What follows belongs to an exercise in optimizing a design on an open flow for small area; a production flow would make more cautious choices.
RTL that was checked went through simulation tests only; none was proved equivalent to the original.
Power and IR drop assume default switching activity.

job 101:
## sd_core
module sd_core (
    input  wire        clk,
    input  wire        rst_n,
    input  wire [4:0]  h_idx,
    input  wire        h_we,
    input  wire        h_re,
    input  wire [31:0] h_wdata,
    output wire [31:0] h_rdata,
    input  wire        scl_i,
    input  wire        sda_i,
    output wire        scl_oe,
    output wire        sda_oe,
    output wire [7:0]  duty_x,
    output wire [7:0]  duty_y,
    output wire [7:0]  duty_z
);
Size: about 1100 cells after synthesis, roughly 0.010 mm^2 of cells after synthesis.
export LEC_CHECK = 0
export CAP_MARGIN = 20
export CORE_MARGIN = 2
export CORE_UTILIZATION = 65
export CTS_BUF_LIST = sky130_fd_sc_hd__clkbuf_4
export CTS_CLUSTER_DIAMETER = 50
export CTS_CLUSTER_SIZE = 10
export SLEW_MARGIN = 20
create_clock -name core_clock -period 10.0 [get_ports {clk}]
standard.sh (not shown) runs the stock make flow with config.mk's settings and CLKGATE_MAP_FILE= SYNTH_SCRIPT=/design/flow/synth_recipe.tcl, a recipe that flattens the netlist after the stock synthesis.
==> flow/flow/run.sh <==
#!/bin/bash
set -euo pipefail
HERE=$(pwd)
R=$HERE/orfs/results/$FLOW_PLATFORM/sd_core/base
L=$HERE/orfs/logs/$FLOW_PLATFORM/sd_core/base
LIB=$FLOW_HOME/platforms/$FLOW_PLATFORM/lib/sky130_fd_sc_hd__tt_025C_1v80.lib
YOSYS=$(command -v yosys || echo "$FLOW_HOME/../tools/install/yosys/bin/yosys")

export BUFFER_PORTS_ARGS="-buffer_cell sky130_fd_sc_hd__buf_1"

bash standard.sh synth > make_synth.log 2>&1

cp "$R/1_2_yosys.v" std_1_2_yosys.v
DONT_USE=$(grep -o -- "-dont_use [^ ]*" "$L/1_2_yosys.log" | sort -u | tr '\n' ' ')
sed -e "s#@LIB@#$LIB#g" -e "s#@DONT_USE@#$DONT_USE#g" flow/remap.ys > remap.ys
sed -e "s#@LIB@#$LIB#g" flow/equiv.ys > equiv.ys

use_remap=0
if "$YOSYS" -s remap.ys > yosys_remap.log 2>&1 \
   && "$YOSYS" -s equiv.ys > yosys_equiv.log 2>&1; then
    n_std=$(grep -cE "^ *sky130_fd_sc_hd__e?dfxtp_[0-9]+ " std_1_2_yosys.v || true)
    n_new=$(grep -cE "^ *sky130_fd_sc_hd__e?dfxtp_[0-9]+ " remap_1_2_yosys.v || true)
    if [[ "$n_std" == "$n_new" ]] && ! grep -q "assign" remap_1_2_yosys.v; then
        use_remap=1
    fi
fi
echo "use_remap=$use_remap" > remap_status.txt
if [[ $use_remap == 1 ]]; then
    cp remap_1_2_yosys.v "$R/1_2_yosys.v"
    touch "$R/1_2_yosys.v"
fi

bash standard.sh finish > make_finish.log 2>&1
==> flow/flow/area.abc <==
strash
dc2
resub -K 8
rewrite
resub -K 8 -N 2
refactor
dc2
&get -n
&dch -f
&nf -R 1000
&put
==> flow/flow/equiv.ys <==
# Prove the re-mapped netlist equivalent to the standard synthesis netlist.
read_liberty -ignore_miss_func @LIB@
read_verilog std_1_2_yosys.v
rename sd_core gold
read_verilog remap_1_2_yosys.v
rename sd_core gate
flatten gold gate
opt_clean
equiv_make gold gate eq
hierarchy -top eq
equiv_simple -seq 3
equiv_induct
equiv_status -assert
==> flow/flow/remap.ys <==
# Re-map the combinational logic of the standard synthesis netlist; registers stay.
read_liberty -ignore_miss_func @LIB@
setattr -mod -set keep_hierarchy 1 sky130_fd_sc_hd__dfxtp_1 sky130_fd_sc_hd__edfxtp_1
read_verilog std_1_2_yosys.v
hierarchy -top sd_core
flatten sd_core
rename -hide sd_core/w:*.*
opt -purge sd_core
abc -liberty @LIB@ @DONT_USE@ -script flow/area.abc sd_core
opt_clean -purge sd_core
setundef -zero sd_core
splitnets sd_core
opt_clean -purge sd_core
hilomap -singleton -hicell sky130_fd_sc_hd__conb_1 HI -locell sky130_fd_sc_hd__conb_1 LO sd_core
insbuf -buf sky130_fd_sc_hd__buf_4 A X sd_core
opt_clean -purge sd_core
select sd_core
write_verilog -noattr -nohex -nodec -selected remap_1_2_yosys.v
diff inputs: job 101 => job 102
diff --git a/flow/config.mk b/flow/config.mk
--- a/flow/config.mk
+++ b/flow/config.mk
@@ -9,6 +9,6 @@
 export CORE_MARGIN = 2
 export CORE_UTILIZATION = 65
-export CTS_BUF_LIST = sky130_fd_sc_hd__clkbuf_4
-export CTS_CLUSTER_DIAMETER = 50
-export CTS_CLUSTER_SIZE = 10
+export CTS_BUF_LIST = sky130_fd_sc_hd__clkbuf_8
+export CTS_CLUSTER_DIAMETER = 60
+export CTS_CLUSTER_SIZE = 15
 export SLEW_MARGIN = 20
Notes after the runs:
Share of total power in combinational logic of job 102 is on par with job 101.
Global-route wire length before repair delta (job 102 − job 101): favourable
Per the comparison of job 102 with job 101, clock network power consumption lower, total detailed-routing wirelength lower, instance count on the critical path roughly the same, total internal power lower.
Between job 101 and job 102, the flow reports via total after detailed routing decreasing slightly.

========
Another version of the RTL of sd_core (not shown whole).
Size in the first run: roughly 100 I/O pins, roughly 9900 um^2 of cells after synthesis.
==> flow/config.mk <==
export PLATFORM = sky130hd
export DESIGN_NAME = sd_core
export DESIGN_NICKNAME = sd_core
export VERILOG_FILES = /design/flow/design.v
export SDC_FILE = /design/flow/constraint.sdc
export NUM_CORES = 4
export LEC_CHECK = 0
export CAP_MARGIN = 20
export CORE_MARGIN = 2
export CORE_UTILIZATION = 65
export CTS_BUF_LIST = sky130_fd_sc_hd__clkbuf_8
export CTS_CLUSTER_DIAMETER = 60
export CTS_CLUSTER_SIZE = 15
export SLEW_MARGIN = 20
==> flow/constraint.sdc <==
create_clock -name core_clock -period 10.0 [get_ports {clk}]
set_input_delay 2.0000 -clock core_clock [delete_from_list [all_inputs] [get_ports {clk}]]
set_output_delay 2.0000 -clock core_clock [all_outputs]
set_load 0.01 [all_outputs]
Scripts as last shown in full above: flow/flow/run.sh, flow/flow/area.abc, flow/flow/equiv.ys, flow/flow/remap.ys
Change:
--- a/flow/flow/run.sh
+++ b/flow/flow/run.sh
@@ -9,2 +9,3 @@
 export BUFFER_PORTS_ARGS="-buffer_cell sky130_fd_sc_hd__buf_1"
+export CTS_ARGS="-sink_clustering_enable -repair_clock_nets -sink_clustering_size 15 -sink_clustering_max_diameter 60 -buf_list sky130_fd_sc_hd__clkbuf_8 -dont_use_dummy_load"
 
Result: The changed run finished clean; setup slack is about the same; power shrinks by about 3.2%; hold slack is about the same; wire length stays flat; critical path depth does not change; via count hardly moves; sequential cell count stays the same; area after synthesis is unchanged; non-clock buffer count is unchanged.

========
06-05:
sd_core, a different RTL version from the one above (not shown whole).
Size in the first run: about 1100 cells after synthesis, ~220 flip-flops, about 100 I/O pins.
Design sd_core, start of the top module:
module sd_core (
    input  wire        clk,
    input  wire        rst_n,
    input  wire [4:0]  h_idx,
    input  wire        h_we,
    input  wire        h_re,
    input  wire [31:0] h_wdata,
    output wire [31:0] h_rdata,
    input  wire        scl_i,
    input  wire        sda_i,
    output wire        scl_oe,
    output wire        sda_oe,
    output wire [7:0]  duty_x,
    output wire [7:0]  duty_y,
    output wire [7:0]  duty_z
);
    localparam [3:0] OPC_START  = 4'h1,
                     OPC_STOP   = 4'h2,
                     OPC_RSTART = 4'h3,
                     OPC_WRBYTE = 4'h4,
                     OPC_RDBYTE = 4'h5,
                     OPC_WRREG  = 4'h6,
                     OPC_RDREG  = 4'h7,
                     OPC_BURST  = 4'h8,
                     OPC_INIT   = 4'h9,
                     OPC_SAMPLE = 4'hA,
                     OPC_MAP    = 4'hB,
                     OPC_DCLR   = 4'hC,
                     OPC_RALN   = 4'hD;
    localparam [3:0] Q_IDLE   = 4'd0,
                     Q_START  = 4'd1,
                     Q_WADDR  = 4'd2,
                     Q_WREG   = 4'd3,
                     Q_WDATA  = 4'd4,
                     Q_RSTART = 4'd5,
                     Q_RADDR  = 4'd6,
                     Q_READ   = 4'd7,
                     Q_STOP   = 4'd8,
                     Q_EXEC   = 4'd9;
    reg [3:0]  seq;
    reg [7:0]  c;           
    reg [3:0]  op;          
    reg [6:0]  sa;          
    reg [7:0]  sb;          
    reg [7:0]  sc;          
    reg        icfg;        
    reg [1:0]  bst;
    reg        mode;
    reg        txak;
    reg        rxak;
    reg [2:0]  fcode;
    reg [1:0]  ist;
    reg [7:0]  dr;
    reg [7:0]  res;
    reg [7:0]  buf_r [0:5];
    reg [5:0]  bv;
    reg [13:0] s_r [0:2];
    reg [2:0]  sv;
    reg [8:0]  u_r [0:2];   
    reg [2:0]  mv;
    reg [2:0]  clr;         
    reg [14:0] hr;
    wire busy  = (seq != Q_IDLE);
    wire fault = (fcode != 3'd0);
    wire [3:0] w_opc = h_wdata[31:28];
    reg [31:0] w_mask;
    always @(*) begin
        case (w_opc)
            OPC_WRBYTE:                  w_mask = 32'hFFFFFF00;
            OPC_RDBYTE:                  w_mask = 32'hFF7FFFFF;
  ...
==> flow/config.mk <==
export PLATFORM = sky130hd
export DESIGN_NAME = sd_core
export DESIGN_NICKNAME = sd_core
export VERILOG_FILES = /design/flow/design.v
export SDC_FILE = /design/flow/constraint.sdc
export NUM_CORES = 4
export LEC_CHECK = 0
export CAP_MARGIN = 20
export CORE_MARGIN = 2
export CORE_UTILIZATION = 65
export CTS_BUF_LIST = sky130_fd_sc_hd__clkbuf_16
export CTS_CLUSTER_DIAMETER = 80
export CTS_CLUSTER_SIZE = 24
export SLEW_MARGIN = 20
==> flow/constraint.sdc <==
create_clock -name core_clock -period 10.0 [get_ports {clk}]
set_input_delay 2.0000 -clock core_clock [delete_from_list [all_inputs] [get_ports {clk}]]
set_output_delay 2.0000 -clock core_clock [all_outputs]
set_load 0.01 [all_outputs]
==> flow/flow/run.sh <==
#!/bin/bash
# Standard layout (standard synthesis, ORFS steps) with the port buffers made
# of the smallest buffer cell. Each tool's output is logged by ORFS under
# orfs/logs/; make's own output goes to make_finish.log here.
set -euo pipefail
export BUFFER_PORTS_ARGS="-buffer_cell sky130_fd_sc_hd__buf_1"
bash standard.sh finish > make_finish.log 2>&1
Setup changes, 06-05 to 01-17
==> flow/run.sh (new file) <==
#!/bin/bash
# synth_recipe.tcl (not shown) runs the flow's synth.tcl, then flattens the netlist and writes it again
# the make line also repeats each setting of config.mk as NAME=value (left out here)
make -C /OpenROAD-flow-scripts/flow DESIGN_CONFIG=/design/flow/config.mk WORK_HOME=/design/flow/orfs CLKGATE_MAP_FILE= SYNTH_SCRIPT=/design/flow/synth_recipe.tcl finish
removed: flow/flow/run.sh
removed: flow/standard.sh
[summary]
The setup slack of 01-17 is smaller than that of 06-05. As of 01-17, peak supply drop had fallen by more than 10% compared to 06-05. Max switching fraction of total power across 06-05 and 01-17: 01-17. Wire length of the first global-routing pass on 01-17 is down relative to 06-05. Where sum of routed wire length over all layers is concerned, 06-05 is outperformed by 01-17.
No functional check of the RTL was part of any run of this note.

re-timing with driven ports:
How much do the figures lean on ideal ports? The routed layouts below were timed once more, with nothing changed but the port constraints. Step 1: set_driving_cell puts a clkbuf_16 on clk and a buf_2 on each other input, an assumption about the parent block. Step 2 moves the port delays by t, midway between the first and last clock arrival at a register: inputs arrive t later, outputs are due t later. That takes back most of the time a late clock gives input paths. Slacks: ideal / step 1 / step 2; pairs: ideal / step 1.
| run | shift t [ns] | slack for setup (ns) | hold WS [ns] | clock arrival spread, ns | cell pins on the clock port's net |
|---|---|---|---|---|---|
| job 101 | 0.714 | 5.482 / 5.500 / 4.787 | 0.463 / 0.463 / 0.463 | 0.062 / 0.061 | 1 |
| job 102 | 0.561 | 5.297 / 5.315 / 4.754 | 0.462 / 0.462 / 0.462 | 0.024 / 0.024 | 1 |
| the first run of note 2 | 0.555 | 5.656 / 5.672 / 5.117 | 0.461 / 0.461 / 0.461 | 0.053 / 0.052 | 1 |
| the second run of note 2 | 0.552 | 5.653 / 5.669 / 5.117 | 0.462 / 0.462 / 0.462 | 0.068 / 0.069 | 1 |
| 06-05 | 0.527 | 5.185 / 5.202 / 4.675 | 0.460 / 0.460 / 0.460 | 0.042 / 0.042 | 1 |
| 01-17 | 0.528 | 4.897 / 4.923 / 4.395 | 0.461 / 0.461 / 0.461 | 0.025 / 0.025 | 1 |
After both steps every run listed still meets setup and hold. For job 101, which loses most, drivers alone change the setup slack by +0.018 ns; drivers and shift together by -0.695 ns.
